From an optimization exercise on the open Yosys and OpenROAD flow, aimed at small area, a short achievable clock period and few clock cycles per item; shortcuts taken in it are not production practice. Where RTL was checked, it was by simulation tests only, not by an equivalence proof against the original. No functional check of the RTL was part of runs 3 to 7. Power figures rest on the tool's default switching activity, not on a simulated workload.

===== flow/flow/run.sh =====
#!/bin/bash
# Standard layout, with the port buffers made of a regular buffer cell instead of the
# delay cell buffer_ports picks by default.
set -euo pipefail
bash standard.sh "BUFFER_PORTS_ARGS=-buffer_cell sky130_fd_sc_hd__buf_1" finish > run_standard.log 2>&1

===== flow/standard.sh =====
#!/bin/bash
# synth_recipe.tcl (not shown) runs the flow's synth.tcl, then flattens the netlist and writes it again
# the make line also repeats each setting of config.mk as NAME=value (left out here)
make -C /OpenROAD-flow-scripts/flow DESIGN_CONFIG=/design/flow/config.mk WORK_HOME=/design/flow/orfs CLKGATE_MAP_FILE= SYNTH_SCRIPT=/design/flow/synth_recipe.tcl "${@:-finish}"

===== flow/config.mk =====
export PLATFORM = sky130hd
export DESIGN_NAME = simpledes_core
export DESIGN_NICKNAME = simpledes_core
export VERILOG_FILES = /design/flow/design.v
export SDC_FILE = /design/flow/constraint.sdc
export NUM_CORES = 4
export LEC_CHECK = 0
export CAP_MARGIN = 10
export CORE_MARGIN = 2
export CORE_UTILIZATION = 40
export SETUP_SLACK_MARGIN = 1.3
export SLEW_MARGIN = 10

===== flow/constraint.sdc =====
create_clock -name core_clock -period 4.5 [get_ports {clk}]
set_input_delay 0.9000 -clock core_clock [delete_from_list [all_inputs] [get_ports {clk}]]
set_output_delay 0.9000 -clock core_clock [all_outputs]
set_load 0.01 [all_outputs]

===== flow/design.v =====
module simpledes_core (
    input  wire        clk,
    input  wire        rst,         
    input  wire [23:0] cmd,
    input  wire        cmd_valid,
    output wire        cmd_ready,
    output wire [11:0] dout,
    output wire [7:0]  status
);
    localparam [2:0] E_NONE    = 3'd0;
    localparam [2:0] E_ILLEGAL = 3'd1;
    localparam [2:0] E_RANGE   = 3'd2;
    localparam [2:0] E_NOKEY   = 3'd3;
    localparam [2:0] E_LOCKED  = 3'd4;
    function [7:0] expand;
        input [5:0] x;
        expand = {x[5], x[4], x[2], x[3], x[2], x[3], x[1], x[0]};
    endfunction
    function [2:0] sbox1;
        input [3:0] a;
        reg   [3:0] q0, q1, q2;
        begin
            q0 = {a[0] | a[1], ~(a[0] | a[1]), ~a[0], ~a[0]};
            q1 = {a[0], a[1], ~a[0], a[0]};
            q2 = {a[0] ^ a[1], a[0] ^ a[1], a[0] ^ a[1], ~(a[0] ^ a[1])};
            sbox1 = {q2[a[3:2]], q1[a[3:2]], q0[a[3:2]]};
        end
    endfunction
    function [2:0] sbox2;
        input [3:0] a;
        reg   [3:0] q0, q1, q2;
        begin
            q0 = {a[1] & ~a[0], a[0] | ~a[1], ~(a[0] & a[1]), a[0] & a[1]};
            q1 = {~a[1], a[0], a[1] | ~a[0], a[1] & ~a[0]};
            q2 = {~(a[0] ^ a[1]), ~(a[0] ^ a[1]), ~(a[0] | a[1]), a[1] | ~a[0]};
            sbox2 = {q2[a[3:2]], q1[a[3:2]], q0[a[3:2]]};
        end
    endfunction
    function [5:0] round_f;
        input [5:0] r;
        input [7:0] rk;
        reg   [7:0] x;
        begin
            x       = expand(r) ^ rk;
            round_f = {sbox1(x[7:4]), sbox2(x[3:0])};
        end
    endfunction
    function [5:0] sboxes;
        input [7:0] x;
        sboxes = {sbox1(x[7:4]), sbox2(x[3:0])};
    endfunction
    function [5:0] unexpand;
        input [7:0] x;
        input [7:0] k;
        unexpand = {x[7] ^ k[7], x[6] ^ k[6], x[4] ^ k[4], x[5] ^ k[5], x[1] ^ k[1], x[0] ^ k[0]};
    endfunction
    reg  [8:0]  key;
    reg         kv;
    reg         dv;
    reg  [2:0]  err;
    reg  [5:0]  hl, hr;
    reg  [8:0]  rot;
    reg  [4:0]  cur;
    reg         busy;
    wire        down = !cur[4];          
    wire [3:0]  op   = cmd[23:20];
    wire [3:0]  sr   = cmd[19:16];
    wire [3:0]  er   = cmd[15:12];
    wire [11:0] data = cmd[11:0];
    wire fields_zero = (sr == 4'd0) && (er == 4'd0);
    wire is_ldkey = (op == 4'h1) && fields_zero;
    wire is_enc   = (op == 4'h2) && fields_zero;
    wire is_dec   = (op == 4'h3) && fields_zero;
    wire is_proc  = (op == 4'h4);
    wire illegal  = !(is_ldkey || is_enc || is_dec || is_proc);
    reg [2:0] fault;
    always @(*) begin
        if (illegal)
            fault = E_ILLEGAL;
        else if (is_ldkey)
            fault = (data[11:9] != 3'd0) ? E_RANGE : (kv ? E_LOCKED : E_NONE);
        else if (is_proc && (sr == 4'd0 || er == 4'd0))
            fault = E_RANGE;
        else if (!kv)
            fault = E_NOKEY;
        else
            fault = E_NONE;
    end
    wire issue = cmd_valid && !busy;
    wire [8:0] rot_n  = down ? {rot[0], rot[8:1]} : {rot[7:0], rot[8]};
    wire [8:0] rot_nn = down ? {rot[1:0], rot[8:2]} : {rot[6:0], rot[8:7]};
    wire [5:0] st_r   = hl ^ sboxes(expand(hr) ^ rot[8:1]);      
    wire [7:0] in_k  = busy ? rot_n[8:1] : op[0] ? key[7:0] : key[8:1];
    wire [5:0] in_rr = busy ? st_r : data[5:0];
    wire [5:0] in_ll = busy ? hr : data[11:6];
    wire [5:0] in_r  = in_ll ^ sboxes(expand(in_rr) ^ in_k);
    wire       one   = (cur == 5'd1) || (cur == 5'h1f);          
    wire       two   = busy && !one;
    wire       sgl   = busy && one;
    wire [3:0] idx = {sr[3], sr[2], sr[1] | (op[1] & ~op[0]), sr[0] | (op[1] & op[0])};
    wire [8:0] b0  = {key[0], key[8:1]};
    wire [8:0] b1  = idx[0] ? {b0[7:0], b0[8]}   : b0;
    wire [8:0] b2  = idx[1] ? {b1[6:0], b1[8:7]} : b1;
    wire [8:0] b3  = idx[2] ? {b2[4:0], b2[8:5]} : b2;
    wire [8:0] b4  = idx[3] ? {b3[0], b3[8:1]}   : b3;
    wire go_c = issue && (err == E_NONE) && (fault == E_NONE) && !is_ldkey;
    always @(posedge clk) begin
        if (rst) begin
            busy <= 1'b0;
            kv   <= 1'b0;
            dv   <= 1'b0;
            err  <= E_NONE;
        end else if (busy) begin
            if (one || cur == 5'd2 || cur == 5'h1e) busy <= 1'b0;
        end else if (issue && err == E_NONE) begin
            if (fault != E_NONE) begin
                err <= fault;
            end else if (is_ldkey) begin
                key <= data[8:0];
                kv  <= 1'b1;
            end else begin
                dv <= 1'b1;
                if (!op[1]) busy <= (sr != er);       
            end
        end
    end
    wire       ld   = !busy && go_c;
    wire       hold = !busy && !go_c;
    wire [5:0] ld_l = op[1] ? data[5:0] : data[11:6];
    wire [5:0] ld_r = op[1] ? in_r : data[5:0];
    always @(posedge clk) begin
        hl  <= ({6{two}} & st_r)   | ({6{sgl}} & hr)    | ({6{ld}} & ld_l) | ({6{hold}} & hl);
        hr  <= ({6{two}} & in_r)   | ({6{sgl}} & st_r)  | ({6{ld}} & ld_r) | ({6{hold}} & hr);
        rot <= ({9{two}} & rot_nn) | ({9{sgl}} & rot_n) | ({9{ld}} & b4)   | ({9{hold}} & rot);
    end
    always @(posedge clk)
        cur <= (busy ? cur : {1'b0, sr}) + (busy ? {{3{down}}, 2'b10} : ~{1'b0, er} + 5'd1);
    assign cmd_ready = !busy;
    assign dout      = {st_r, hr};
    assign status    = {3'b000, err, dv, kv};
endmodule

==> key figures, run 1 <==
Status
  • Outcome: complete, no violations

Power and ir drop
  • P per Cell Area: roughly 460 mW/mm^2
  • Logic gate share of total power: 0.545
  • Sequential power share: 0.277
  • Clock power frac: 0.178
  • Net Switching: ~0.83 mW
  • Total power: between 1.5 and 2 mW
  • P_leak: 1.69 nW
  • Maximum vdd ir drop: about 0.34 mV
  • Sw Ratio: 0.424
  • Internal: 1.13 mW

Clocking
  • CTS max path bufs: 2
  • CTS tree: done
  • CTS Root Cell: clkbuf_8
  • CTS Hold Bufs: 0
  • Clock-pin slew of the registers on the worst-case setup and hold paths: 90 ps
  • Total CTS buffers: 5
  • Clock Latency Late Sink: a little over 300 ps
  • H-Tree Depth: 2
  • Post-CTS setup buffer count: 0
  • # clock sinks: slightly above 40

GRT
  • Initial antenna violation count: 0
  • Vias in the first global route: between 2000 and 3000
  • Grt total ovfl: 0
  • Total Routing Usage GR: 0.198
  • First-pass GRT wire length: ~16000 um
  • Largest net degree at the start of global routing: between 40 and 50

Routing
  • Drt drc: 0
  • Detailed Route Iter0 Violations: around 150
  • Via count: around 3100
  • Antenna viol nets, final: 0
  • Routed len/inst: 17.4 um
  • DRT Pass-1 Iters: 5
  • Vias/cell: ~5.6
  • DRT Wirelength: between 9000 and 10000 um

Critical path
  • Slowest stage delay, CP: 410 ps
  • Crit path DAT: around 3300 ps
  • CP Capture Type: flip-flop
  • Critical-path maximum fanout: 12
  • CP max-delay cell: or3b_4
  • Worst Setup Start Kind: input port
  • Crit path cell chain: buf_1 > inv_1 > ha_1 > or3b_4 > or2_2 > o41ai_2 > and2_4 > and3_4 > nor2_2 > a221oi_1 > o21ai_1
  • Worst path bufs/invs: 2
  • Delay-heaviest family, CP: simple AND/OR/NAND/NOR gates
  • Worst EP required: around 4700 ps
  • Critical path class: input port to flip-flop

Place
  • Cells after DPL: around 560
  • DPL Wire Length: around 7600 um
  • Post-place setup slack: roughly 730 ps
  • PortBufs: between 40 and 50
  • GPL Wtd Cong: between 0.8 and 0.9
  • Placed Area: about 0.004 mm^2

STA
  • Max_slew headroom: 0.486
  • Setup TNS: 0 ps
  • Worst setup margin: between 1000 and 1500 ps
  • Maximum clock rate: roughly 320 MHz
  • Worst Tran Pin Value: 769 ps
  • Setup Viol. Count Final: 0
  • Min cycle time layout: around 3100 ps
  • RSZ-0062 raised after global routing: no
  • Hold Vio Cnt, Final: 0
  • Final Max Slew Viols: 0
  • Period utilization: 0.686
  • Worst Clk Skew: 14.6 ps

Floorplanning
  • Die height: 102 um
  • IO Pins: 48
  • Std-Cell Rows: 35
  • CORE AREA: 0.00933 mm^2
  • Initial core utilization: 0.414
  • Die area: approximately 0.010 mm^2
  • Chip width: 102 um

Hold path
  • Worst Hold Class: flip-flop to flip-flop

Layout
  • Final instance area: 0.00427 mm^2
  • Fin nets: approximately 470
  • Layout area overhead: 10.5%
  • # fillers: 911
  • Share of cells above drive strength 1: 0.153
  • Final Non-Filler Cells: 566
  • Ant diodes: 0

Synth
  • Syn avg cell area: 9.55 um^2
  • Top post-synthesis cells by area: dfxtp_1, mux2i_1, xnor2_1
  • Synth Flop Type: dfxtp_1
  • Cell variety after synth: 70
  • Register area share after synthesis: 0.236
  • Synthesized area: 0.00387 mm^2
  • Number of flops mapped to enable cells by yosys: 9
  • #FFs+latches synth: 41
  • Top cell type's share of synthesized area: 0.166
  • Syn. warnings: 1
  • Synth async-reset ratio: 0
  • Cells after Synth: about 410
  • Area leader, netlist: dfxtp_1

Job
  • Max Cap Viol: 0
## final cells by class
type	count	area, um^2	area share
multi-input combinational	329	2820	0.660
sequential	41	913	0.214
timing repair buffer	50	216	0.0507
tap	129	161	0.0378
clock buffer	6	93.8	0.0220
clock inverter	2	35.0	0.00820
inverter	9	33.8	0.00791
## layout by cell type (no fill, tap or decap), types with 4 or more instances in the layout
master | netlist | final
nor3_1 | 5 | 4
mux4_1 | 6 | 6
edfxtp_1 | 9 | 9
a21oi_2 | 3 | 4
xnor2_1 | 35 | 33
and3_1 | 6 | 5
buf_1 | 1 | 42
mux2_2 | 9 | 9
nor2_1 | 24 | 23
a21oi_1 | 18 | 17
dfxtp_1 | 32 | 30
buf_4 | 6 | 5
o21ai_0 | 12 | 12
ha_1 | 7 | 7
mux4_2 | 5 | 5
mux2i_1 | 54 | 54
inv_1 | 8 | 8
xor2_1 | 19 | 19
clkbuf_8 | 0 | 5
a22oi_1 | 11 | 11
o21ai_1 | 8 | 8
nand2_1 | 35 | 35
## tightest hold or removal path: stages, from the launching register on
cell and delay [ps]:
dfxtp_1 350, nor2_1 50, nor2_1 70
## path summary, 6_finish.rpt
path / endpoint / cells after the start / from / slack, ps
worst min-delay path: dv$_SDFFE_PP0P_ / 2 / dv$_SDFFE_PP0P_ / 500
worst max-delay path: hr[5]$_DFF_P_ / 11 / cmd[12] / 1410
worst max register to register: hr[3]$_DFF_P_ / 11 / cur[4]$_DFF_P_ / 1510
worst min register to register: dv$_SDFFE_PP0P_ / 2 / dv$_SDFFE_PP0P_ / 500
## stage by stage
step | util | hold WS (ps)
6_report | 0.458 | 497
4_1_cts | 0.455 | 492
3_5_place_dp | 0.439 | 469
2_1_floorplan | - | 441
3_3_place_gp | 0.439 | 463
5_1_grt | 0.458 | 536
## state kept, by name, indices dropped and copies added (netlist names)
register  flops
cur           5
dv            1
rot           9
kv            1
err           3
busy          1
hr            6
key           9
hl            6
## kinds of logic after synthesis
group           Yosys count  synth area share
buf+inv                  37            0.0482
other cells               1          0.000970
compound gates           88             0.167
simple gates             91             0.109
flops                    41             0.236
xor+xnor                 60             0.157
mux                      78             0.251
fa+ha+maj                 9            0.0307
## routing by layer
layer,track usage,vias up,part of all wire
li1,-,1543,-
met1,0.270,1508,0.48
met2,0.326,83,0.47
met3,0.0328,13,0.037
met4,0.0533,0,0.014
met5,0,-,0
## cell usage after synthesis, types with 3 or more instances
cell type   n
mux2i_1    54
nand2_1    35
xnor2_1    35
dfxtp_1    32
nor2_1     24
xor2_1     19
a21oi_1    18
o21ai_0    12
a22oi_1    11
clkbuf_1   11
edfxtp_1    9
mux2_2      9
buf_2       8
inv_1       8
o21ai_1     8
ha_1        7
and3_1      6
buf_4       6
mux4_1      6
mux4_2      5
nor3_1      5
a21o_1      3
a21oi_2     3
a221oi_1    3
a311o_1     3
a31o_2      3
and2_1      3
mux2_4      3
nand3_1     3
o21a_1      3
o22ai_1     3
## repair_timing
item | CTS | global route
gates cloned | 0 | 0
endpoints found under the setup margin | 24 | 19
gates resized for setup | 5 | 8
## power by group through the flow
stage               logic, mW  clock network (mW)  registers (mW)
floorplan               0.819                   0           0.522
global placement         1.04                   0           0.543
detailed placement       1.05                   0           0.547
CTS                      1.06               0.351           0.538
global route             1.16               0.366           0.552
finish                   1.07               0.348           0.540
Testbench counts, summed over its fixed seeds: cycles 2,417, items 1,600.
==> run 2, diff against run 1 <==
--- a/flow/config.mk
+++ b/flow/config.mk
@@ -5,8 +5,8 @@
 export SDC_FILE = /design/flow/constraint.sdc
 export NUM_CORES = 4
 export LEC_CHECK = 0
-export CAP_MARGIN = 10
+export CAP_MARGIN = 0
 export CORE_MARGIN = 2
 export CORE_UTILIZATION = 40
 export SETUP_SLACK_MARGIN = 1.3
-export SLEW_MARGIN = 10
+export SLEW_MARGIN = 0
==> key figures, run 2 <==
Place
  • PortBufs: 44
  • Post-place setup slack: approximately 730 ps
  • DPL Wire Length: 7560 um
  • Placed Area: 0.00410 mm^2
  • GPL Wtd Cong: around 0.86

STA
  • Hold Vio Cnt, Final: 0
  • Worst Clk Skew: roughly 15 ps
  • Max_slew headroom: 0.486
  • Period utilization: 0.686
  • Worst setup margin: between 1000 and 1500 ps
  • Setup TNS: 0 ps
  • Min cycle time layout: 3090 ps
  • Maximum clock rate: about 320 MHz
  • Worst Tran Pin Value: roughly 770 ps
  • Setup Viol. Count Final: 0
  • Final Max Slew Viols: 0
  • RSZ-0062 raised after global routing: no

Critical path
  • Critical path class: input port to flip-flop
  • CP Capture Type: flip-flop
  • Worst Setup Start Kind: input port
  • Critical-path maximum fanout: 12
  • Worst EP required: approximately 4700 ps
  • Crit path DAT: 3270 ps

Floorplanning
  • Die area: around 0.010 mm^2
  • Die height: approximately 100 um
  • IO Pins: 48
  • CORE AREA: between 0.009 and 0.01 mm^2
  • Initial core utilization: 0.414
  • Std-Cell Rows: 35
  • Chip width: between 100 and 150 um

Synth
  • Cell variety after synth: 70
  • Top cell type's share of synthesized area: 0.166
  • Post-synth top cells: mux2i_1, nand2_1, xnor2_1, dfxtp_1, nor2_1
  • Mux contribution to synthesized area: 0.251
  • Synthesized area: between 0.003 and 0.004 mm^2
  • Synth async-reset ratio: 0
  • Post-Synth XOR/XNOR Area: 0.157
  • Syn. warnings: 1
  • Synth Area in Simple Gates: 0.109
  • Top post-synthesis cells by area: dfxtp_1, mux2i_1, xnor2_1
  • Area leader, netlist: dfxtp_1
  • Cell with the most instances after synthesis: mux2i_1
  • Compound-gate portion of the synthesized area: 0.167
  • Register area share after synthesis: 0.236
  • Synth Flop Type: dfxtp_1
  • Cells after Synth: roughly 410
  • Number of flops mapped to enable cells by yosys: 9
  • Synth Area in Adders: 0.0307
  • #FFs+latches synth: between 40 and 50
  • Syn avg cell area: approximately 9.5 um^2
  • Largest family of logic cells by synthesized area: multiplexers

Power and ir drop
  • P_leak: approximately 1.7 nW
  • P per Cell Area: roughly 460 mW/mm^2
  • Maximum vdd ir drop: ~0.34 mV

GRT
  • First-pass GRT wire length: 15800 um
  • Largest net degree at the start of global routing: 48
  • M1 GR Usage: 0.270
  • Grt total ovfl: 0
  • GR Layer Usage met2: 0.326
  • Met3 usage: 0.0328
  • Initial antenna violation count: 0
  • Total Routing Usage GR: 0.198
  • Gr busiest metal: met2
  • Vias in the first global route: 2936

Routing
  • Vias/cell: ~5.6
  • Routed len/inst: 17.4 um
  • Drt drc: 0
  • Detailed Route Iter0 Violations: ~150
  • DRT Pass-1 Iters: 5
  • DRT Wirelength: just under 10000 um
  • Antenna viol nets, final: 0
  • Via count: about 3100

Layout
  • Final instance area: 0.00427 mm^2
  • Fin nets: between 400 and 500
  • Share of cells above drive strength 1: 0.153
  • Biggest regs: key: 9 flops, rot: 9 flops
  • Layout area overhead: 10.5%
  • Commonest non-fill, non-tap cell in the layout: mux2i_1
  • Ant diodes: 0
  • Commonest non-fill, non-tap cells in the layout: mux2i_1, buf_1, nand2_1

Clocking
  • Clock-pin slew of the registers on the worst-case setup and hold paths: roughly 90 ps
  • CTS Root Cell: clkbuf_8
  • H-Tree Depth: 2
  • # clock sinks: between 40 and 50
  • Total CTS buffers: 5
  • CTS max path bufs: 2
  • CTS tree: done
  • Post-CTS setup buffer count: 0
  • Clock Latency Late Sink: 310 ps

Hold path
  • Worst Hold Class: flip-flop to flip-flop

Status
  • Outcome: complete, no violations

Job
  • Max Cap Viol: 0
-- run 2: cell counts after synthesis --
No cell type changed its count.
-- run 2: path summary, 6_finish.rpt --
check / start / to / slack (ps) / depth (start not counted)
worst max-delay path: cmd[12] / hr[5]$_DFF_P_ / 1410 / 11
worst max register to register: cur[4]$_DFF_P_ / hr[3]$_DFF_P_ / 1510 / 11
worst min-delay path: dv$_SDFFE_PP0P_ / dv$_SDFFE_PP0P_ / 500 / 2
worst min register to register: dv$_SDFFE_PP0P_ / dv$_SDFFE_PP0P_ / 500 / 2
-- run 2: per-stage QoR --
step           power [mW]  cells  hold slack (ps)   util
4_1_cts              1.95    566              492  0.455
3_3_place_gp         1.58    558              463  0.439
3_5_place_dp         1.60    558              469  0.439
6_report             1.95    566              497  0.458
5_1_grt              2.08    566              536  0.458
2_1_floorplan        1.34    407              441      -
-- run 2: logic make-up (layout without fill, tap and decap cells) --
| family | Yosys count | in the layout |
|---|---|---|
| compound gates | 88 | 88 |
| xor+xnor | 60 | 60 |
| fa+ha+maj | 9 | 9 |
| buf+inv | 37 | 67 |
| flops | 41 | 41 |
| mux | 78 | 78 |
| other cells | 1 | 3 |
| simple gates | 91 | 91 |
-- run 2: area by class of cell --
type / instances / area, um^2
fillers: 911 / 5050
repair buffers: 50 / 216
flip-flops and latches: 41 / 913
clock inverters: 2 / 35.0
multi-input cells: 329 / 2820
well taps: 129 / 161
clock buffers: 6 / 93.8
inverters: 9 / 33.8
-- run 2: timing repair --
action,4_1_cts,5_1_grt
hold buffers,0,0
gates resized for setup,5,8
endpoints found under the setup margin,24,19
-- run 2: worst max-delay path, cell delays in order --
cell and delay (ps):
buf_1 110, inv_1 100, ha_1 180, or3b_4 410, or2_2 290, o41ai_2 250, and2_4 220, and3_4 250
nor2_2 120, a221oi_1 350, o21ai_1 100
-- run 2: layer usage --
layer | part of all wire | vias up
met5 | 0 | -
met4 | 0.014 | 0
met3 | 0.037 | 13
met2 | 0.47 | 83
met1 | 0.48 | 1508
li1 | - | 1543
-- run 2: report_power, final --
group	switching (mW)	total (mW)	internal (mW)	leakage, nW
combinational	0.572	1.07	0.493	1.27
sequential	0.105	0.540	0.435	0.346
clock	0.149	0.348	0.198	0.0663
==> run 3, diff against run 2 <==
--- a/flow/design.v
+++ b/flow/design.v
@@ -103,7 +103,8 @@
     wire [8:0] b2  = idx[1] ? {b1[6:0], b1[8:7]} : b1;
     wire [8:0] b3  = idx[2] ? {b2[4:0], b2[8:5]} : b2;
     wire [8:0] b4  = idx[3] ? {b3[0], b3[8:1]}   : b3;
-    wire go_c = issue && (err == E_NONE) && (fault == E_NONE) && !is_ldkey;
+    wire legal_c = ((op[3:1] == 3'b001) && fields_zero) || (is_proc && (sr != 4'd0) && (er != 4'd0));
+    wire go_c    = issue && (err == E_NONE) && legal_c;
     always @(posedge clk) begin
         if (rst) begin
             busy <= 1'b0;
--- a/flow/config.mk
+++ b/flow/config.mk
@@ -5,8 +5,8 @@
 export SDC_FILE = /design/flow/constraint.sdc
 export NUM_CORES = 4
 export LEC_CHECK = 0
-export CAP_MARGIN = 0
+export CAP_MARGIN = 20
 export CORE_MARGIN = 2
 export CORE_UTILIZATION = 40
 export SETUP_SLACK_MARGIN = 1.3
-export SLEW_MARGIN = 0
+export SLEW_MARGIN = 20
==> key figures, run 3 <==
Synth
  • Number of flops mapped to enable cells by yosys: 9
  • Cell with the most instances after synthesis: mux2i_1
  • #FFs+latches synth: 41
  • Top post-synthesis cells by area: dfxtp_1, mux2i_1, edfxtp_1
  • Syn avg cell area: between 9 and 10 um^2
  • Synthesized area: about 0.0039 mm^2
  • Syn. warnings: 1
  • Post-synth top cells: mux2i_1, dfxtp_1, xor2_1, nor2_1, o21ai_0
  • Synth Flop Type: dfxtp_1
  • Cells after Synth: 421
  • Area leader, netlist: dfxtp_1
  • Top cell type's share of synthesized area: 0.163
  • Cell variety after synth: 65
  • Register area share after synthesis: 0.231
  • Synth async-reset ratio: 0

Routing
  • WL met1: 4980 um
  • DRT Pass-1 Iters: 4
  • Antenna viol nets, final: 0
  • Drt drc: 0
  • Max layer used: met4
  • Met2 wire length: 5280 um
  • DRT Wirelength: 10800 um
  • Detailed Route Iter0 Violations: around 240
  • Vias/cell: approximately 5.7
  • Routed len/inst: 18.2 um
  • Routed length on met3: 405 um
  • Via count: roughly 3400

Power and ir drop
  • P_leak: 1.75 nW
  • Total power: 2.37 mW
  • P per Cell Area: 527 mW/mm^2
  • Maximum vdd ir drop: approximately 0.38 mV

STA
  • Max_slew headroom: 0.293
  • Maximum clock rate: 326 MHz
  • Worst Tran Pin Value: 1060 ps
  • Setup Viol. Count Final: 0
  • Final Max Slew Viols: 0
  • Hold Vio Cnt, Final: 0
  • Setup TNS: 0 ps
  • Period utilization: 0.682
  • Min cycle time layout: between 3000 and 4000 ps
  • Worst Clk Skew: ~10 ps
  • RSZ-0062 raised after global routing: yes

Hold path
  • Worst hold path cell count: 2
  • Hold path startpoint: dv$_SDFFE_PP0P_
  • Worst Hold Class: flip-flop to flip-flop
  • Worst Hold Path EP: dv$_SDFFE_PP0P_

Layout
  • Post-layout util: 0.464
  • Commonest non-fill, non-tap cell in the layout: mux2i_1
  • Biggest regs: key: 9 flops, rot: 9 flops
  • Layout area overhead: 13.9%
  • Commonest non-fill, non-tap cells in the layout: mux2i_1, buf_1, nor2_1, xor2_1
  • Fin nets: ~500
  • Share of cells above drive strength 1: 0.166
  • Ant diodes: 0

Floorplanning
  • Initial core utilization: 0.407
  • Die height: 103 um
  • Die area: around 0.011 mm^2
  • Std-Cell Rows: 36
  • Chip width: a little over 100 um
  • IO Pins: 48
  • CORE AREA: 0.00968 mm^2

Critical path
  • R2r endpoint: hr[5]$_DFF_P_
  • Crit path cell chain: buf_1 > inv_1 > ha_1 > or3b_2 > nor3_4 > nand2_1 > a211oi_2 > nor2_4 > a222oi_1 > a21boi_0 > o21ai_0
  • Worst EP required: around 4700 ps
  • Crit path DAT: ~3200 ps
  • Reg2Reg Launch Point: hr[3]$_DFF_P_
  • Reg-to-reg slack, setup: roughly 1500 ps
  • Reg2reg path depth: 12
  • CP Capture Type: flip-flop
  • CP max-delay cell: or3b_2
  • Critical-path maximum fanout: 16
  • Worst path bufs/invs: 2
  • Worst Setup Start Kind: input port
  • Critical path class: input port to flip-flop
  • Slowest stage delay, CP: between 500 and 600 ps
  • Delay-heaviest family, CP: simple AND/OR/NAND/NOR gates

Place
  • GPL Wtd Cong: around 0.84
  • PortBufs: 44
  • DPL Wire Length: between 8000 and 9000 um

Clocking
  • Clock-pin slew of the registers on the worst-case setup and hold paths: approximately 90 ps
  • Total CTS buffers: 5
  • CTS Root Cell: clkbuf_8
  • H-Tree Depth: 2
  • Clock Latency Late Sink: 300 ps
  • # clock sinks: about 40
  • CTS max path bufs: 2
  • CTS tree: done
  • CTS Hold Bufs: 0

Job
  • Max Cap Viol: 0

GRT
  • First-pass GRT wire length: between 15000 and 20000 um
  • Total Routing Usage GR: 0.208
  • Vias in the first global route: around 3200
  • Initial antenna violation count: 0
  • Largest net degree at the start of global routing: 48
  • Grt total ovfl: 0

Status
  • Outcome: complete, no violations
==> run 3: where the power goes <==
part	switching, mW	internal (mW)	total [mW]
clock	0.140	0.223	0.363
sequential	0.176	0.464	0.639
combinational	0.735	0.628	1.36
==> run 3: cells by family after synthesis <==
| family | Yosys count | share of synthesized area |
|---|---|---|
| flip-flops | 41 | 0.231 |
| other | 1 | 0.000951 |
| AND/OR/NAND/NOR | 85 | 0.110 |
| adder cells (fa/ha/maj) | 9 | 0.0298 |
| XOR/XNOR | 62 | 0.157 |
| multiplexers | 88 | 0.259 |
| buffers and inverters | 39 | 0.0451 |
| AO/OA/AOI/OAI | 96 | 0.168 |
==> run 3: routing by layer <==
layer,GRT usage,up-vias
met3,0.0269,8
met1,0.289,1640
met4,0.0496,0
li1,-,1631
met2,0.344,82
met5,0,-
==> run 3: layout make-up <==
cell class | instances | area, um^2
well taps | 133 | 166
inverters | 8 | 30.0
multi-input cells | 343 | 2950
flip-flops and latches | 41 | 921
repair buffers | 58 | 284
fillers | 956 | 5190
clock buffers | 5 | 68.8
clock inverters | 3 | 68.8
==> run 3: worst reg2reg max path: stages (launching register included) <==
cell	delay, ps
dfxtp_2	470
xnor2_4	150
ha_1	230
xnor3_1	300
nor3b_1	70
o21ai_0	200
mux2i_1	160
a311oi_4	380
ha_1	330
xor2_1	170
xnor2_1	140
a222oi_1	200
o21ai_1	100
==> run 3: what timing repair did <==
item,4_1_cts,5_1_grt
pin swaps,1,2
buffers inserted,0,5
setup endpoints to repair,17,18
resized for setup,8,13
==> run 3: through the flow <==
stage	hold WS, ps	area (um^2)	setup WS [ps]	cells
floorplan	420	3960	1380	423
global placement	435	4220	846	578
detailed placement	441	4220	757	578
CTS	455	4380	1300	586
global route	493	4490	1230	591
finish	449	4490	1430	591
==> run 3: how the worst max path moves through the flow <==
stage	from	endpoint	slack, ps	cells past startpoint
2_1_floorplan	busy$_SDFF_PP0_	cur[4]$_DFF_P_	1380	10
3_3_place_gp	cmd[18]	hr[4]$_DFF_P_	850	9
3_5_place_dp	cmd[18]	hr[4]$_DFF_P_	760	9
4_1_cts	cmd[12]	hr[4]$_DFF_P_	1300	11
5_1_grt	hr[3]$_DFF_P_	hr[5]$_DFF_P_	1230	12
6_report	cmd[12]	hr[4]$_DFF_P_	1430	11
==> run 4, diff against run 3 <==
--- a/flow/design.v
+++ b/flow/design.v
@@ -60,9 +60,11 @@
     reg  [2:0]  err;
     reg  [5:0]  hl, hr;
     reg  [8:0]  rot;
-    reg  [4:0]  cur;
+    reg  [3:0]  pj, pe;
+    reg         dir;
     reg         busy;
-    wire        down = !cur[4];          
+    wire        down = dir;              
+    wire [4:0]  cur  = {1'b0, pj} - {1'b0, pe};
     wire [3:0]  op   = cmd[23:20];
     wire [3:0]  sr   = cmd[19:16];
     wire [3:0]  er   = cmd[15:12];
@@ -103,8 +105,7 @@
     wire [8:0] b2  = idx[1] ? {b1[6:0], b1[8:7]} : b1;
     wire [8:0] b3  = idx[2] ? {b2[4:0], b2[8:5]} : b2;
     wire [8:0] b4  = idx[3] ? {b3[0], b3[8:1]}   : b3;
-    wire legal_c = ((op[3:1] == 3'b001) && fields_zero) || (is_proc && (sr != 4'd0) && (er != 4'd0));
-    wire go_c    = issue && (err == E_NONE) && legal_c;
+    wire go_c = issue && (err == E_NONE) && (fault == E_NONE) && !is_ldkey;
     always @(posedge clk) begin
         if (rst) begin
             busy <= 1'b0;
@@ -135,7 +136,13 @@
         rot <= ({9{two}} & rot_nn) | ({9{sgl}} & rot_n) | ({9{ld}} & b4)   | ({9{hold}} & rot);
     end
     always @(posedge clk)
-        cur <= (busy ? cur : {1'b0, sr}) + (busy ? {{3{down}}, 2'b10} : ~{1'b0, er} + 5'd1);
+        if (busy) begin
+            pj <= down ? pj - 4'd2 : pj + 4'd2;
+        end else begin
+            pj  <= sr;
+            pe  <= er;
+            dir <= sr > er;
+        end
     assign cmd_ready = !busy;
     assign dout      = {st_r, hr};
     assign status    = {3'b000, err, dv, kv};
--- a/flow/config.mk
+++ b/flow/config.mk
@@ -8,5 +8,5 @@
 export CAP_MARGIN = 20
 export CORE_MARGIN = 2
 export CORE_UTILIZATION = 40
-export SETUP_SLACK_MARGIN = 1.3
+export SETUP_SLACK_MARGIN = 1.5
 export SLEW_MARGIN = 20
==> key figures, run 4 <==
Status
  • Outcome: complete, no violations

Layout
  • Area occupied by registers: 0.00107 mm^2
  • Layout area overhead: 16.4%
  • Share of cells above drive strength 1: 0.197
  • Commonest non-fill, non-tap cell in the layout: mux2i_1
  • Biggest regs: key: 9 flops, rot: 9 flops
  • # fillers: 972
  • Fin nets: 516
  • Area occupied by multi-input gates: between 0.002 and 0.003 mm^2
  • Commonest non-fill, non-tap cells in the layout: mux2i_1, buf_1, xnor2_1, nand2_1, inv_1
  • Ant diodes: 0

STA
  • Maximum clock rate: roughly 340 MHz
  • Setup Viol. Count Final: 0
  • Worst Clk Skew: around 9.0 ps
  • Hold Vio Cnt, Final: 0
  • Final Max Slew Viols: 0
  • Worst setup margin: around 1600 ps
  • Setup TNS: 0 ps
  • Min cycle time layout: about 2900 ps
  • RSZ-0062 raised after global routing: yes
  • Period utilization: 0.654

Critical path
  • Crit path DAT: about 3100 ps
  • Reg-to-reg slack, setup: roughly 1600 ps
  • Worst path bufs/invs: 3
  • Slowest stage delay, CP: ~480 ps
  • Delay-heaviest family, CP: compound AO/OA/AOI/OAI gates
  • Worst Setup Start Kind: flip-flop
  • Critical-path maximum fanout: 5
  • CP max-delay cell: mux4_2
  • R2r endpoint: rot[8]$_DFF_P_
  • CP Capture Type: flip-flop
  • Worst EP required: ~4700 ps
  • Critical path origin: pj[0]$_DFFE_PN_
  • Worst setup endpoint: rot[8]$_DFF_P_
  • Reg2reg path depth: 13
  • Critical path class: flip-flop to flip-flop
  • Critical path depth: 13
  • Crit path cell chain: inv_1 > ha_2 > inv_2 > fa_2 > a21o_1 > a21oi_2 > nand3_1 > or3_1 > a21oi_2 > buf_12 > mux4_2 > nand2_1 > o311ai_1
  • Most frequent CP cell: a21oi_2
  • Reg2Reg Launch Point: pj[0]$_DFFE_PN_

Synth
  • Cell with the most instances after synthesis: mux2i_1
  • #FFs+latches synth: 45
  • Syn. warnings: 1
  • Top cell type's share of synthesized area: 0.167
  • Number of flops mapped to enable cells by yosys: 15
  • Syn avg cell area: between 9 and 10 um^2
  • Cell variety after synth: a little over 60
  • Cells after Synth: 433
  • Area leader, netlist: mux2i_1
  • Register area share after synthesis: 0.259
  • Synth Flop Type: dfxtp_1
  • Post-synth top cells: mux2i_1, xnor2_1, dfxtp_1, nand2_1
  • Top post-synthesis cells by area: mux2i_1, dfxtp_1, edfxtp_1
  • Synth async-reset ratio: 0
  • Synthesized area: about 0.0041 mm^2

Routing
  • Drt drc: 0
  • DRT Pass-1 Iters: 4
  • Detailed Route Iter0 Violations: 190
  • Routed len/inst: about 18 um
  • Via count: around 3400
  • Vias/cell: between 5 and 6
  • Antenna viol nets, final: 0
  • DRT Wirelength: approximately 11000 um

Floorplanning
  • IO Pins: 48
  • Std-Cell Rows: 36
  • Initial core utilization: 0.414
  • Die height: approximately 100 um
  • CORE AREA: between 0.009 and 0.01 mm^2
  • Chip width: roughly 100 um
  • Die area: between 0.01 and 0.015 mm^2

GRT
  • Initial antenna violation count: 0
  • Vias in the first global route: ~3300
  • Largest net degree at the start of global routing: a little over 40
  • Total Routing Usage GR: 0.206
  • First-pass GRT wire length: approximately 18000 um
  • Grt total ovfl: 0

Clocking
  • CTS tree: done
  • Total CTS buffers: 5
  • H-Tree Depth: 2
  • # clock sinks: between 40 and 50
  • Clock Latency Late Sink: around 310 ps
  • CTS max path bufs: 2
  • Clock-pin slew of the registers on the worst-case setup and hold paths: about 90 ps
  • CTS Root Cell: clkbuf_8

Place
  • GPL Wtd Cong: approximately 0.9
  • Post-place setup slack: 912 ps
  • DPL Wire Length: roughly 8300 um
  • PortBufs: 44

Job
  • Max Cap Viol: 0

Power and ir drop
  • P per Cell Area: approximately 230 mW/mm^2
  • P_leak: ~1.8 nW
  • Maximum vdd ir drop: 0.104 mV

Hold path
  • Worst Hold Class: flip-flop to flip-flop
==> run 4: changes by cell type after synthesis, sizes merged, moves of 6 or more <==
cell,change
o21ai,-13
nand2,+14
inv,+17
a22oi,-6
xnor2,+8
edfxtp,+6
nor2,-14
clkbuf,-6
o311ai,+6
xor2,-17
==> run 4: routing by layer <==
layer,GRT usage,up-vias,wire (um)
met2,0.361,62,5700
met1,0.263,1645,4860
met3,0.0324,8,499
met5,0,-,0
li1,-,1664,-
met4,0.0533,0,108
==> run 4: logic make-up after synthesis <==
| group | count (synthesis) | share of synthesized area |
|---|---|---|
| multiplexers | 88 | 0.250 |
| AO/OA/AOI/OAI | 93 | 0.156 |
| adder cells (fa/ha/maj) | 12 | 0.0406 |
| buffers and inverters | 54 | 0.0585 |
| flip-flops | 45 | 0.259 |
| other | 1 | 0.000922 |
| AND/OR/NAND/NOR | 88 | 0.109 |
| XOR/XNOR | 52 | 0.127 |
==> run 4: area by class of cell <==
class / count / share of cell area
repair buffers: 62 / 0.0709
inverters: 27 / 0.0214
multi-input cells: 336 / 0.628
well taps: 133 / 0.0352
clock inverters: 2 / 0.00344
flip-flops and latches: 45 / 0.226
clock buffers: 6 / 0.0153
==> run 4: worst min-delay path by stage <==
| stage | from | endpoint | slack (ps) | cells past startpoint |
|---|---|---|---|---|
| 2_1_floorplan | dv$_SDFFE_PP0P_ | dv$_SDFFE_PP0P_ | 440 | 2 |
| 3_3_place_gp | dv$_SDFFE_PP0P_ | dv$_SDFFE_PP0P_ | 450 | 2 |
| 3_5_place_dp | dv$_SDFFE_PP0P_ | dv$_SDFFE_PP0P_ | 500 | 2 |
| 4_1_cts | dv$_SDFFE_PP0P_ | dv$_SDFFE_PP0P_ | 510 | 2 |
| 5_1_grt | dv$_SDFFE_PP0P_ | dv$_SDFFE_PP0P_ | 560 | 2 |
| 6_report | dv$_SDFFE_PP0P_ | dv$_SDFFE_PP0P_ | 510 | 2 |
==> run 4: through the flow <==
stage	cells	hold WS (ps)	power, mW	cell area [um^2]	util
global route	611	559	1.15	4730	0.482
CTS	606	512	1.08	4570	0.465
global placement	593	450	0.791	4350	0.443
detailed placement	593	496	0.798	4350	0.443
floorplan	435	442	0.712	4090	-
finish	611	510	1.09	4730	0.482
==> run 4: worst register-to-register path: cells and delay by family (launching register included) <==
kind / cells / cell delay [ps]
flip-flops: 1 / 370
AND/OR/NAND/NOR: 3 / 540
AO/OA/AOI/OAI: 4 / 630
buffers and inverters: 3 / 250
adder cells (fa/ha/maj): 2 / 540
multiplexers: 1 / 480
==> run 4: report_power, final <==
group	switching (mW)	internal, mW	total [mW]
clock network	0.152	0.111	0.263
registers	0.0203	0.431	0.451
logic	0.206	0.174	0.379
total	0.378	0.715	1.09
==> run 4: timing repair <==
action                                 in CTS  in global routing
pin swaps                                   3                 10
setup endpoints to repair                  34                 36
endpoints found under the hold margin       0                  0
setup buffers                               5                  5
hold buffers                                0                  0
gates resized for setup                    22                 39
==> run 5, diff against run 4 <==
--- a/flow/config.mk
+++ b/flow/config.mk
@@ -8,5 +8,5 @@
 export CAP_MARGIN = 20
 export CORE_MARGIN = 2
 export CORE_UTILIZATION = 40
-export SETUP_SLACK_MARGIN = 1.5
+export SETUP_SLACK_MARGIN = 1.3
 export SLEW_MARGIN = 20
==> key figures, run 5 <==
Critical path
  • Worst Setup Start Kind: flip-flop
  • Critical-path maximum fanout: 6
  • Slowest stage delay, CP: ~590 ps
  • CP max-delay cell: mux4_1
  • Reg-to-reg slack, setup: ~1400 ps
  • Reg2reg path depth: 12
  • Crit path DAT: roughly 3200 ps
  • R2r endpoint: rot[8]$_DFF_P_
  • CP Capture Type: flip-flop
  • Worst EP required: between 4000 and 5000 ps
  • Critical path origin: pj[0]$_DFFE_PN_
  • Critical path class: flip-flop to flip-flop
  • Most frequent CP cell: inv_1
  • Reg2Reg Launch Point: pj[0]$_DFFE_PN_
  • Worst setup endpoint: rot[8]$_DFF_P_
  • Crit path cell chain: inv_1 > ha_1 > inv_1 > fa_1 > a21o_1 > a21oi_2 > nand3_1 > or3_1 > a21oi_4 > mux4_1 > nand2_1 > o311ai_0

GRT
  • Grt total ovfl: 0
  • Vias in the first global route: between 3000 and 4000
  • First-pass GRT wire length: 17700 um
  • Largest net degree at the start of global routing: 32
  • Total Routing Usage GR: 0.200
  • Initial antenna violation count: 0

STA
  • Hold Vio Cnt, Final: 0
  • Worst Clk Skew: about 13 ps
  • RSZ-0062 raised after global routing: no
  • Max_slew headroom: 0.352
  • Period utilization: 0.683
  • Setup TNS: 0 ps
  • Worst Tran Pin Value: 973 ps
  • Min cycle time layout: 3070 ps
  • Maximum clock rate: 326 MHz
  • Final Max Slew Viols: 0
  • Setup Viol. Count Final: 0
  • Worst setup margin: 1430 ps

Synth
  • Area leader, netlist: mux2i_1
  • Top post-synthesis cells by area: mux2i_1, dfxtp_1, edfxtp_1
  • Synth Flop Type: dfxtp_1
  • Post-synth top cells: mux2i_1, xnor2_1, dfxtp_1, nand2_1
  • Cells after Synth: between 400 and 500
  • Number of flops mapped to enable cells by yosys: 15
  • Synth async-reset ratio: 0
  • Top cell type's share of synthesized area: 0.167
  • #FFs+latches synth: 45
  • Cell with the most instances after synthesis: mux2i_1
  • Cell variety after synth: a little over 60
  • Synthesized area: approximately 0.0041 mm^2
  • Syn avg cell area: around 9.4 um^2
  • Syn. warnings: 1
  • Register area share after synthesis: 0.259

Place
  • PortBufs: between 40 and 50
  • Post-place setup slack: about 850 ps
  • DPL Wire Length: 8270 um
  • GPL Wtd Cong: between 0.7 and 0.8
  • Placed Area: ~0.0043 mm^2
  • Cells after DPL: slightly below 600

Clocking
  • Total CTS buffers: 5
  • CTS tree: done
  • H-Tree Depth: 2
  • Clock Latency Late Sink: 310 ps
  • # clock sinks: between 40 and 50
  • Clock-pin slew of the registers on the worst-case setup and hold paths: ~90 ps
  • CTS max path bufs: 2
  • CTS Root Cell: clkbuf_8

Floorplanning
  • Std-Cell Rows: 36
  • IO Pins: 48
  • Die height: 105 um
  • Initial core utilization: 0.414
  • CORE AREA: 0.00982 mm^2
  • Chip width: roughly 100 um
  • Die area: around 0.011 mm^2

Layout
  • Area occupied by multi-input gates: between 0.002 and 0.003 mm^2
  • Ant diodes: 0
  • Final instance area: approximately 0.0046 mm^2
  • Final Non-Filler Cells: between 600 and 700
  • # fillers: just under 1000
  • Commonest non-fill, non-tap cell in the layout: mux2i_1
  • Share of cells above drive strength 1: 0.140
  • Commonest non-fill, non-tap cells in the layout: mux2i_1, buf_1, xnor2_1
  • Fin nets: approximately 510
  • Layout area overhead: 12.4%
  • Area occupied by registers: ~0.0011 mm^2
  • Biggest regs: key: 9 flops, rot: 9 flops

Routing
  • Vias/cell: ~5.7
  • Detailed Route Iter0 Violations: about 180
  • Routed len/inst: 18.1 um
  • Via count: ~3400
  • DRT Wirelength: ~11000 um
  • DRT Pass-1 Iters: 4
  • Drt drc: 0
  • Antenna viol nets, final: 0

Power and ir drop
  • Internal: 0.751 mW
  • Logic gate share of total power: 0.315
  • Sw Ratio: 0.333
  • P_leak: between 1.5 and 2 nW
  • Net Switching: ~0.37 mW
  • Maximum vdd ir drop: ~0.12 mV
  • P per Cell Area: approximately 250 mW/mm^2
  • Sequential power share: 0.398
  • Clock power frac: 0.286

Hold path
  • Worst Hold Class: flip-flop to flip-flop

Status
  • Outcome: complete, no violations

Job
  • Max Cap Viol: 0
-- run 5: cell counts after synthesis --
No cell type changed its count.
-- run 5: worst min path at each step --
stage | slack [ps] | startpoint | cells after the start | end
2_1_floorplan | 440 | dv$_SDFFE_PP0P_ | 2 | dv$_SDFFE_PP0P_
3_3_place_gp | 450 | dv$_SDFFE_PP0P_ | 2 | dv$_SDFFE_PP0P_
3_5_place_dp | 470 | dv$_SDFFE_PP0P_ | 2 | dv$_SDFFE_PP0P_
4_1_cts | 490 | dv$_SDFFE_PP0P_ | 2 | dv$_SDFFE_PP0P_
5_1_grt | 510 | dv$_SDFFE_PP0P_ | 2 | dv$_SDFFE_PP0P_
6_report | 480 | dv$_SDFFE_PP0P_ | 2 | dv$_SDFFE_PP0P_
-- run 5: cell type report --
type / count / share of cell area
clock buffers: 5 / 0.0151
clock inverters: 3 / 0.0101
inverters: 27 / 0.0222
multi-input cells: 336 / 0.630
flip-flops and latches: 45 / 0.232
well taps: 133 / 0.0364
repair buffers: 54 / 0.0548
-- run 5: power by group through the flow --
stage               sequential [mW]  combinational [mW]  clock, mW
floorplan                     0.453               0.259          0
global placement              0.456               0.334          0
detailed placement            0.457               0.341          0
CTS                           0.448               0.344      0.328
global route                  0.451               0.387      0.342
finish                        0.448               0.355      0.323
-- run 5: worst max-delay path, delay by kind of cell, from the launching register on --
family          cells  cell delay, ps
simple gates        3             550
mux                 1             590
fa+ha+maj           2             570
buf+inv             2             120
flops               1             370
compound gates      4             740
-- run 5: through the flow --
stage,hold WS (ps),utilization,power [mW]
6_report,482,0.465,1.13
5_1_grt,510,0.465,1.18
4_1_cts,489,0.456,1.12
3_5_place_dp,466,0.442,0.798
3_3_place_gp,454,0.442,0.790
2_1_floorplan,442,-,0.712
-- run 5: what timing repair did --
action | in CTS | in global routing
pin swaps | 0 | 2
resized for setup | 8 | 17
setup buffers | 0 | 2
gates cloned | 0 | 0
hold buffers | 0 | 0
setup endpoints to repair | 13 | 34
-- run 5: cell families after synthesis --
kind of cell / after synthesis / synth area share
fa+ha+maj: 12 / 0.0406
flops: 45 / 0.259
simple gates: 88 / 0.109
other cells: 1 / 0.000922
mux: 88 / 0.250
compound gates: 93 / 0.156
xor+xnor: 52 / 0.127
buf+inv: 54 / 0.0585
-- run 5: metal layers --
metal | global-route usage | vias up | share of wire
li1 | - | 1654 | -
met1 | 0.250 | 1676 | 0.43
met2 | 0.359 | 69 | 0.52
met3 | 0.0225 | 18 | 0.026
met4 | 0.0648 | 0 | 0.022
met5 | 0 | - | 0
==> run 6, diff against run 5 <==
--- a/flow/design.v
+++ b/flow/design.v
@@ -60,28 +60,26 @@
     reg  [2:0]  err;
     reg  [5:0]  hl, hr;
     reg  [8:0]  rot;
-    reg  [3:0]  pj, pe;
-    reg         dir;
+    reg  [4:0]  cur;
     reg         busy;
-    wire        down = dir;              
-    wire [4:0]  cur  = {1'b0, pj} - {1'b0, pe};
+    wire        down = !cur[4];          
     wire [3:0]  op   = cmd[23:20];
     wire [3:0]  sr   = cmd[19:16];
     wire [3:0]  er   = cmd[15:12];
     wire [11:0] data = cmd[11:0];
-    wire fields_zero = (sr == 4'd0) && (er == 4'd0);
-    wire is_ldkey = (op == 4'h1) && fields_zero;
-    wire is_enc   = (op == 4'h2) && fields_zero;
-    wire is_dec   = (op == 4'h3) && fields_zero;
-    wire is_proc  = (op == 4'h4);
-    wire illegal  = !(is_ldkey || is_enc || is_dec || is_proc);
+    wire c_ill, c_ldk, c_ldr, c_prr, c_cip;
+    sdes_decode u_dec (.c(cmd[23:9]), .ill(c_ill), .ldk(c_ldk), .ldr(c_ldr), .prr(c_prr),
+                       .cip(c_cip));
+    wire is_ldkey = c_ldk || c_ldr;
     reg [2:0] fault;
     always @(*) begin
-        if (illegal)
+        if (c_ill)
             fault = E_ILLEGAL;
-        else if (is_ldkey)
-            fault = (data[11:9] != 3'd0) ? E_RANGE : (kv ? E_LOCKED : E_NONE);
-        else if (is_proc && (sr == 4'd0 || er == 4'd0))
+        else if (c_ldr)
+            fault = E_RANGE;
+        else if (c_ldk)
+            fault = kv ? E_LOCKED : E_NONE;
+        else if (c_prr)
             fault = E_RANGE;
         else if (!kv)
             fault = E_NOKEY;
@@ -105,7 +103,7 @@
     wire [8:0] b2  = idx[1] ? {b1[6:0], b1[8:7]} : b1;
     wire [8:0] b3  = idx[2] ? {b2[4:0], b2[8:5]} : b2;
     wire [8:0] b4  = idx[3] ? {b3[0], b3[8:1]}   : b3;
-    wire go_c = issue && (err == E_NONE) && (fault == E_NONE) && !is_ldkey;
+    wire go_c = issue && (err == E_NONE) && kv && c_cip;
     always @(posedge clk) begin
         if (rst) begin
             busy <= 1'b0;
@@ -136,14 +134,29 @@
         rot <= ({9{two}} & rot_nn) | ({9{sgl}} & rot_n) | ({9{ld}} & b4)   | ({9{hold}} & rot);
     end
     always @(posedge clk)
-        if (busy) begin
-            pj <= down ? pj - 4'd2 : pj + 4'd2;
-        end else begin
-            pj  <= sr;
-            pe  <= er;
-            dir <= sr > er;
-        end
+        cur <= (busy ? cur : {1'b0, sr}) + (busy ? {{3{down}}, 2'b10} : ~{1'b0, er} + 5'd1);
     assign cmd_ready = !busy;
     assign dout      = {st_r, hr};
     assign status    = {3'b000, err, dv, kv};
 endmodule
+module sdes_decode (
+    input  wire [14:0] c,
+    output wire        ill,
+    output wire        ldk,
+    output wire        ldr,
+    output wire        prr,
+    output wire        cip
+);
+    wire [3:0] op = c[14:11];
+    wire       zs = (c[10:7] == 4'd0);
+    wire       ze = (c[6:3] == 4'd0);
+    wire       zd = (c[2:0] == 3'd0);
+    wire       ld = (op == 4'h1) && zs && ze;
+    wire       ed = (op[3:1] == 3'b001) && zs && ze;
+    wire       pr = (op == 4'h4);
+    assign ill = !(ld || ed || pr);
+    assign ldk = ld && zd;
+    assign ldr = ld && !zd;
+    assign prr = pr && (zs || ze);
+    assign cip = ed || (pr && !zs && !ze);
+endmodule
--- a/flow/config.mk
+++ b/flow/config.mk
@@ -8,5 +8,6 @@
 export CAP_MARGIN = 20
 export CORE_MARGIN = 2
 export CORE_UTILIZATION = 40
-export SETUP_SLACK_MARGIN = 1.3
+export SETUP_SLACK_MARGIN = 1.5
 export SLEW_MARGIN = 20
+export SYNTH_HIERARCHICAL = 1
==> key figures, run 6 <==
Floorplanning
  • IO Pins: between 40 and 50
  • Chip width: 106 um
  • Std-Cell Rows: 37
  • Die area: approximately 0.011 mm^2
  • CORE AREA: approximately 0.010 mm^2
  • Die height: between 100 and 150 um
  • Initial core utilization: 0.405

Hold path
  • Worst hold path cell count: 2
  • Worst Hold Class: flip-flop to flip-flop
  • Hold path startpoint: dv$_SDFFE_PP0P_

Place
  • PortBufs: 44
  • GPL Wtd Cong: between 0.8 and 0.9
  • DPL Wire Length: 7920 um

Layout
  • Layout area overhead: 17.4%
  • Area occupied by registers: approximately 940 um^2
  • Area occupied by multi-input gates: between 0.003 and 0.004 mm^2
  • Commonest non-fill, non-tap cells in the layout: mux2i_1, buf_1, xnor2_1
  • # fillers: about 1000
  • Fin nets: 504
  • Post-layout util: 0.475
  • Share of cells above drive strength 1: 0.236
  • Ant diodes: 0
  • Biggest regs: key: 9 flops, rot: 9 flops
  • Commonest non-fill, non-tap cell in the layout: mux2i_1

Power and ir drop
  • P per Cell Area: about 430 mW/mm^2
  • P_leak: approximately 1.9 nW
  • Sequential power share: 0.261
  • Sw Ratio: 0.416
  • Internal: 1.23 mW
  • Logic gate share of total power: 0.563
  • Net Switching: around 0.87 mW
  • Clock power frac: 0.176
  • Maximum vdd ir drop: between 0.2 and 0.3 mV

Critical path
  • Reg2Reg Launch Point: rot[5]$_DFF_P_
  • Critical-path maximum fanout: 6
  • Reg2reg path depth: 13
  • Reg-to-reg slack, setup: 1520 ps
  • Crit path DAT: about 3200 ps
  • Worst setup endpoint: hr[5]$_DFF_P_
  • Critical path origin: rot[5]$_DFF_P_
  • CP Capture Type: flip-flop
  • Worst Setup Start Kind: flip-flop
  • Worst EP required: 4710 ps
  • Critical path class: flip-flop to flip-flop
  • R2r endpoint: hr[5]$_DFF_P_

GRT
  • Largest net degree at the start of global routing: 26
  • Total Routing Usage GR: 0.191
  • Vias in the first global route: 3312
  • Grt total ovfl: 0
  • Initial antenna violation count: 0
  • First-pass GRT wire length: roughly 17000 um

Synth
  • Synth async-reset ratio: 0
  • Synth Flop Type: dfxtp_1
  • Syn. warnings: 7
  • Cells after Synth: 429
  • Synthesized area: about 0.0041 mm^2
  • Post-synth top cells: mux2i_1, dfxtp_1, xnor2_1, nor2_1, xor2_1
  • Register area share after synthesis: 0.221
  • Top cell type's share of synthesized area: 0.165
  • Cell with the most instances after synthesis: mux2i_1
  • Top post-synthesis cells by area: mux2i_1, dfxtp_1, edfxtp_1
  • Cell variety after synth: roughly 80
  • Area leader, netlist: mux2i_1
  • #FFs+latches synth: 41
  • Syn avg cell area: 9.61 um^2
  • Number of flops mapped to enable cells by yosys: 9

STA
  • Min cycle time layout: around 3000 ps
  • Period utilization: 0.663
  • Maximum clock rate: 335 MHz
  • Hold Vio Cnt, Final: 0
  • Setup Viol. Count Final: 0
  • RSZ-0062 raised after global routing: yes
  • Worst Tran Pin Value: a little over 1000 ps
  • Max_slew headroom: 0.312
  • Worst Clk Skew: 8.26 ps
  • Final Max Slew Viols: 0
  • Setup TNS: 0 ps

Routing
  • Via count: roughly 3400
  • DRT Wirelength: between 10000 and 15000 um
  • Detailed Route Iter0 Violations: 185
  • Routed len/inst: approximately 18 um
  • DRT Pass-1 Iters: 4
  • Vias/cell: 5.66
  • Drt drc: 0
  • Antenna viol nets, final: 0

Status
  • Outcome: complete, no violations

Clocking
  • # clock sinks: a little over 40
  • Clock-pin slew of the registers on the worst-case setup and hold paths: roughly 90 ps
  • CTS max path bufs: 2
  • CTS tree: done
  • Clock Latency Late Sink: just over 300 ps
  • CTS Root Cell: clkbuf_8
  • H-Tree Depth: 2
  • Total CTS buffers: 5

Job
  • Max Cap Viol: 0
-- run 6: changes by cell type after synthesis, sizes merged, moves of 6 or more --
| cell | previous run | this run |
|---|---|---|
| a22oi | 3 | 11 |
| o211ai | 7 | 1 |
| nor2 | 15 | 23 |
| o221ai | 2 | 8 |
| nand3 | 4 | 13 |
| clkbuf | 9 | 16 |
| nor3b | 8 | 1 |
| edfxtp | 15 | 9 |
| nand2 | 29 | 14 |
| a21oi | 26 | 19 |
| inv | 25 | 11 |
-- run 6: cell type report --
| cell class | count | share of cell area |
|---|---|---|
| multi-input cells | 341 | 0.656 |
| flip-flops and latches | 41 | 0.194 |
| repair buffers | 69 | 0.0783 |
| well taps | 136 | 0.0352 |
| clock buffers | 5 | 0.0142 |
| clock inverters | 3 | 0.0142 |
| inverters | 11 | 0.00853 |
-- run 6: worst min path at each step --
stage / end / slack (ps)
3_3_place_gp: dv$_SDFFE_PP0P_ / 450
2_1_floorplan: dv$_SDFFE_PP0P_ / 440
3_5_place_dp: dv$_SDFFE_PP0P_ / 460
4_1_cts: dv$_SDFFE_PP0P_ / 500
6_report: dv$_SDFFE_PP0P_ / 500
5_1_grt: dv$_SDFFE_PP0P_ / 540
-- run 6: logic make-up (layout without fill, tap and decap cells) --
kind of cell | after synthesis | after routing | synth area share
compound gates | 92 | 92 | 0.164
other cells | 1 | 3 | 0.000909
buf+inv | 49 | 88 | 0.0564
flops | 41 | 41 | 0.221
simple gates | 85 | 85 | 0.108
xor+xnor | 57 | 57 | 0.151
fa+ha+maj | 8 | 8 | 0.0261
mux | 96 | 96 | 0.273
-- run 6: timing repair --
item                                    4_1_cts  5_1_grt
setup buffers                                 6       13
resized for setup                            18       28
hold buffers                                  0        0
pin swaps                                     2       12
endpoints found under the setup margin       29       28
-- run 6: worst max-delay path, stage by stage, from the launching register on --
cell      delay (ps)
dfxtp_4          410
xor2_4           200
inv_2             90
ha_4             160
xnor3_1          230
a21boi_4         170
a32oi_2          200
o221ai_2         130
a21oi_2          220
ha_1             270
xor2_1           170
xnor2_1          220
a211oi_1         100
a311o_1          320
-- run 6: per-module statistics from Yosys, one instance, submodules excluded --
module          flip-flops and latches  area, um^2
simpledes_core                      41        4010
sdes_decode                          0         114
-- run 6: metal layers --
metal / vias up / global-route usage / part of all wire
met5: - / 0 / 0
met4: 0 / 0.0536 / 0.020
met3: 18 / 0.0229 / 0.035
met2: 76 / 0.324 / 0.50
met1: 1668 / 0.256 / 0.45
li1: 1670 / - / -
-- run 6: stage by stage --
| stage | hold slack [ps] | setup slack [ps] | instance area [um^2] | power, mW | cells |
|---|---|---|---|---|---|
| global placement | 449 | 983 | 4340 | 1.55 | 579 |
| finish | 495 | 1520 | 4840 | 2.10 | 606 |
| floorplan | 442 | 1450 | 4150 | 1.32 | 431 |
| detailed placement | 465 | 885 | 4340 | 1.57 | 579 |
| CTS | 497 | 1460 | 4590 | 1.99 | 593 |
| global route | 539 | 1400 | 4840 | 2.22 | 606 |
-- run 6: power groups by stage --
stage                     Clock [mW]  Combinational [mW]  Sequential, mW
after floorplan                    0               0.814           0.504
after global placement             0                1.00           0.551
after detailed placement           0                1.02           0.552
after CTS                      0.373                1.08           0.540
after global routing           0.389                1.27           0.562
final                          0.369                1.18           0.549
==> run 7, diff against run 6 <==
--- a/flow/config.mk
+++ b/flow/config.mk
@@ -8,6 +8,6 @@
 export CAP_MARGIN = 20
 export CORE_MARGIN = 2
 export CORE_UTILIZATION = 40
-export SETUP_SLACK_MARGIN = 1.5
+export SETUP_SLACK_MARGIN = 1.3
 export SLEW_MARGIN = 20
 export SYNTH_HIERARCHICAL = 1
==> key figures, run 7 <==
STA
  • Worst Clk Skew: ~7.0 ps
  • Maximum clock rate: around 330 MHz
  • Min cycle time layout: 3050 ps
  • Period utilization: 0.679
  • Max_slew headroom: 0.331
  • Setup TNS: 0 ps
  • Final Max Slew Viols: 0
  • Setup Viol. Count Final: 0
  • Worst Tran Pin Value: ~1000 ps
  • Hold Vio Cnt, Final: 0
  • RSZ-0062 raised after global routing: no

Routing
  • Routed len/inst: approximately 18 um
  • Detailed Route Iter0 Violations: 204
  • Vias/cell: roughly 5.7
  • Via count: between 3000 and 4000
  • Antenna viol nets, final: 0
  • DRT Pass-1 Iters: 5
  • DRT Wirelength: about 11000 um
  • Drt drc: 0

Critical path
  • R2r endpoint: hr[5]$_DFF_P_
  • Worst EP required: 4720 ps
  • Reg-to-reg slack, setup: around 1400 ps
  • Reg2Reg Launch Point: hr[3]$_DFF_P_
  • Critical-path maximum fanout: 8
  • Worst Setup Start Kind: flip-flop
  • Reg2reg path depth: 11
  • CP Capture Type: flip-flop
  • Crit path DAT: around 3300 ps
  • Critical path class: flip-flop to flip-flop

Power and ir drop
  • Internal: between 1 and 1.5 mW
  • P per Cell Area: about 410 mW/mm^2
  • Logic gate share of total power: 0.570
  • Sw Ratio: 0.440
  • Sequential power share: 0.292
  • Maximum vdd ir drop: roughly 0.33 mV
  • P_leak: roughly 1.7 nW
  • Net Switching: 0.816 mW
  • Clock power frac: 0.138

Layout
  • Ant diodes: 0
  • Post-layout util: 0.447
  • Commonest non-fill, non-tap cells in the layout: mux2i_1, buf_1, xnor2_1
  • Biggest regs: key: 9 flops, rot: 9 flops
  • Share of cells above drive strength 1: 0.179
  • Commonest non-fill, non-tap cell in the layout: mux2i_1
  • Layout area overhead: 10.3%
  • # fillers: 1004
  • Fin nets: 492

Clocking
  • CTS Root Cell: clkbuf_8
  • Clock-pin slew of the registers on the worst-case setup and hold paths: approximately 90 ps
  • Total CTS buffers: 5
  • CTS Hold Bufs: 0
  • H-Tree Depth: 2
  • # clock sinks: 41
  • Clock Latency Late Sink: between 300 and 400 ps
  • CTS tree: done
  • CTS max path bufs: 2

Synth
  • Syn avg cell area: a little under 10 um^2
  • Cell variety after synth: 78
  • Synthesized area: around 0.0041 mm^2
  • Top post-synthesis cells by area: mux2i_1, dfxtp_1, edfxtp_1
  • Cell with the most instances after synthesis: mux2i_1
  • Area leader, netlist: mux2i_1
  • Synth async-reset ratio: 0
  • Number of flops mapped to enable cells by yosys: 9
  • Register area share after synthesis: 0.221
  • Cells after Synth: around 430
  • Post-synth top cells: mux2i_1, dfxtp_1, xnor2_1, nor2_1, xor2_1
  • Synth Flop Type: dfxtp_1
  • Top cell type's share of synthesized area: 0.165
  • #FFs+latches synth: about 40
  • Syn. warnings: 7

Floorplanning
  • Std-Cell Rows: 37
  • Initial core utilization: 0.405
  • Die area: about 0.011 mm^2
  • Die height: between 100 and 150 um
  • IO Pins: 48
  • CORE AREA: ~0.010 mm^2
  • Chip width: around 110 um

GRT
  • Grt total ovfl: 0
  • Largest net degree at the start of global routing: 28
  • Initial antenna violation count: 0
  • Vias in the first global route: about 3300
  • First-pass GRT wire length: about 17000 um
  • Total Routing Usage GR: 0.196

Place
  • GPL Wtd Cong: 0.833
  • DPL Wire Length: about 8000 um
  • PortBufs: 44

Job
  • Max Cap Viol: 0

Hold path
  • Worst hold path cell count: 2
  • Worst Hold Class: flip-flop to flip-flop
  • Hold path startpoint: dv$_SDFFE_PP0P_
  • Worst Hold Path EP: dv$_SDFFE_PP0P_

Status
  • Outcome: complete, no violations
## run 7: cell counts after synthesis
No cell type changed its count.
## run 7: power by group through the flow
stage                     Sequential, mW  Clock, mW  Combinational, mW
after floorplan                    0.504          0              0.814
final                              0.542      0.256               1.06
after detailed placement           0.554          0               1.01
after CTS                          0.548      0.264               1.03
after global placement             0.552          0              0.998
after global routing               0.553      0.277               1.16
## run 7: routing by layer
metal,GRT usage,vias to the layer above,share of wire
li1,-,1650,-
met1,0.248,1653,0.44
met2,0.339,92,0.49
met3,0.0334,15,0.051
met4,0.0658,0,0.019
met5,0,-,0
## run 7: through the flow
| stage | cell area (um^2) | total power [mW] | hold WS, ps | setup slack, ps | cells |
|---|---|---|---|---|---|
| 6_report | 4550 | 1.85 | 476 | 1450 | 594 |
| 5_1_grt | 4550 | 1.98 | 520 | 1270 | 594 |
| 4_1_cts | 4490 | 1.85 | 483 | 1360 | 591 |
| 3_5_place_dp | 4330 | 1.56 | 463 | 513 | 580 |
| 3_3_place_gp | 4330 | 1.55 | 448 | 711 | 580 |
| 2_1_floorplan | 4140 | 1.32 | 442 | 1310 | 431 |
## run 7: Yosys stat by module (local to each module, per instance)
module / cells / area, um^2 / times used
simpledes_core: 413 / 4010 / 1
sdes_decode: 16 / 114 / 1
## run 7: what timing repair did
| item | 4_1_cts | 5_1_grt |
|---|---|---|
| pin swaps | 2 | 1 |
| setup buffers | 3 | 3 |
| resized for setup | 7 | 11 |
| endpoints found under the setup margin | 15 | 15 |
## run 7: worst max-delay path, stage by stage, from the launching register on
cell and delay [ps]:
dfxtp_4 390, buf_4 160, xor2_4 180, a211oi_2 400
a21oi_4 90, xnor3_1 370, mux2_4 280, ha_1 300
xor2_1 170, xnor2_1 190, a211oi_1 100, a311o_1 320
## run 7: layout make-up
cell class | instances | area [um^2] | share of cell area
well taps | 136 | 170 | 0.0374
flip-flops and latches | 41 | 926 | 0.204
multi-input cells | 341 | 3050 | 0.670
inverters | 11 | 41.3 | 0.00908
repair buffers | 57 | 277 | 0.0608
clock buffers | 5 | 68.8 | 0.0151
clock inverters | 3 | 17.5 | 0.00385
## run 7: worst max-delay path by stage
stage / start / to / slack [ps] / depth (start not counted)
floorplan: cmd[17] / key[0]$_DFFE_PP_ / 1310 / 7
global placement: cmd[19] / key[2]$_DFFE_PP_ / 710 / 8
detailed placement: cmd[19] / key[0]$_DFFE_PP_ / 510 / 8
CTS: rot[5]$_DFF_P_ / dout[9] / 1360 / 7
global route: rot[5]$_DFF_P_ / hr[5]$_DFF_P_ / 1270 / 13
finish: hr[3]$_DFF_P_ / hr[5]$_DFF_P_ / 1450 / 11
## run 7: logic make-up after synthesis
| family | after synthesis | synth area share |
|---|---|---|
| compound gates | 92 | 0.164 |
| flops | 41 | 0.221 |
| other cells | 1 | 0.000909 |
| fa+ha+maj | 8 | 0.0261 |
| simple gates | 85 | 0.108 |
| xor+xnor | 57 | 0.151 |
| mux | 96 | 0.273 |
| buf+inv | 49 | 0.0564 |

-- static timing again, ports no longer ideal --
No port has a modelled driver above. Below, the same layouts with a new extraction and two added sets of constraints. Step 1 (the two cells are an assumption about what drives the block):
set clk [get_ports {clk}]
set_driving_cell -lib_cell sky130_fd_sc_hd__clkbuf_16 $clk
set_driving_cell -lib_cell sky130_fd_sc_hd__buf_2 [delete_from_list [all_inputs] $clk]
Step 2 times the ports against the registers' clock, not the clock port: input delays grow and output delays shrink by t, the midpoint of the rising clock arrivals with the driver on. Slacks: ideal ports / drivers / drivers and shift; pairs: ideal ports / drivers.
run	t (ns)	slack for setup (ns)	worst setup path after step 2	worst data-port slew with drivers (ns)
run 1	0.340	1.413 / 1.398 / 1.085	input to register	0.03
run 2	0.340	1.413 / 1.398 / 1.085	input to register	0.03
run 3	0.327	1.430 / 1.402 / 1.118	input to register	0.04
run 4	0.337	1.558 / 1.557 / 1.293	input to register	0.03
run 5	0.338	1.428 / 1.425 / 1.233	input to register	0.03
run 6	0.340	1.517 / 1.517 / 1.226	input to register	0.03
run 7	0.354	1.446 / 1.441 / 1.167	input to register	0.03
After both steps every run listed still meets setup and hold.
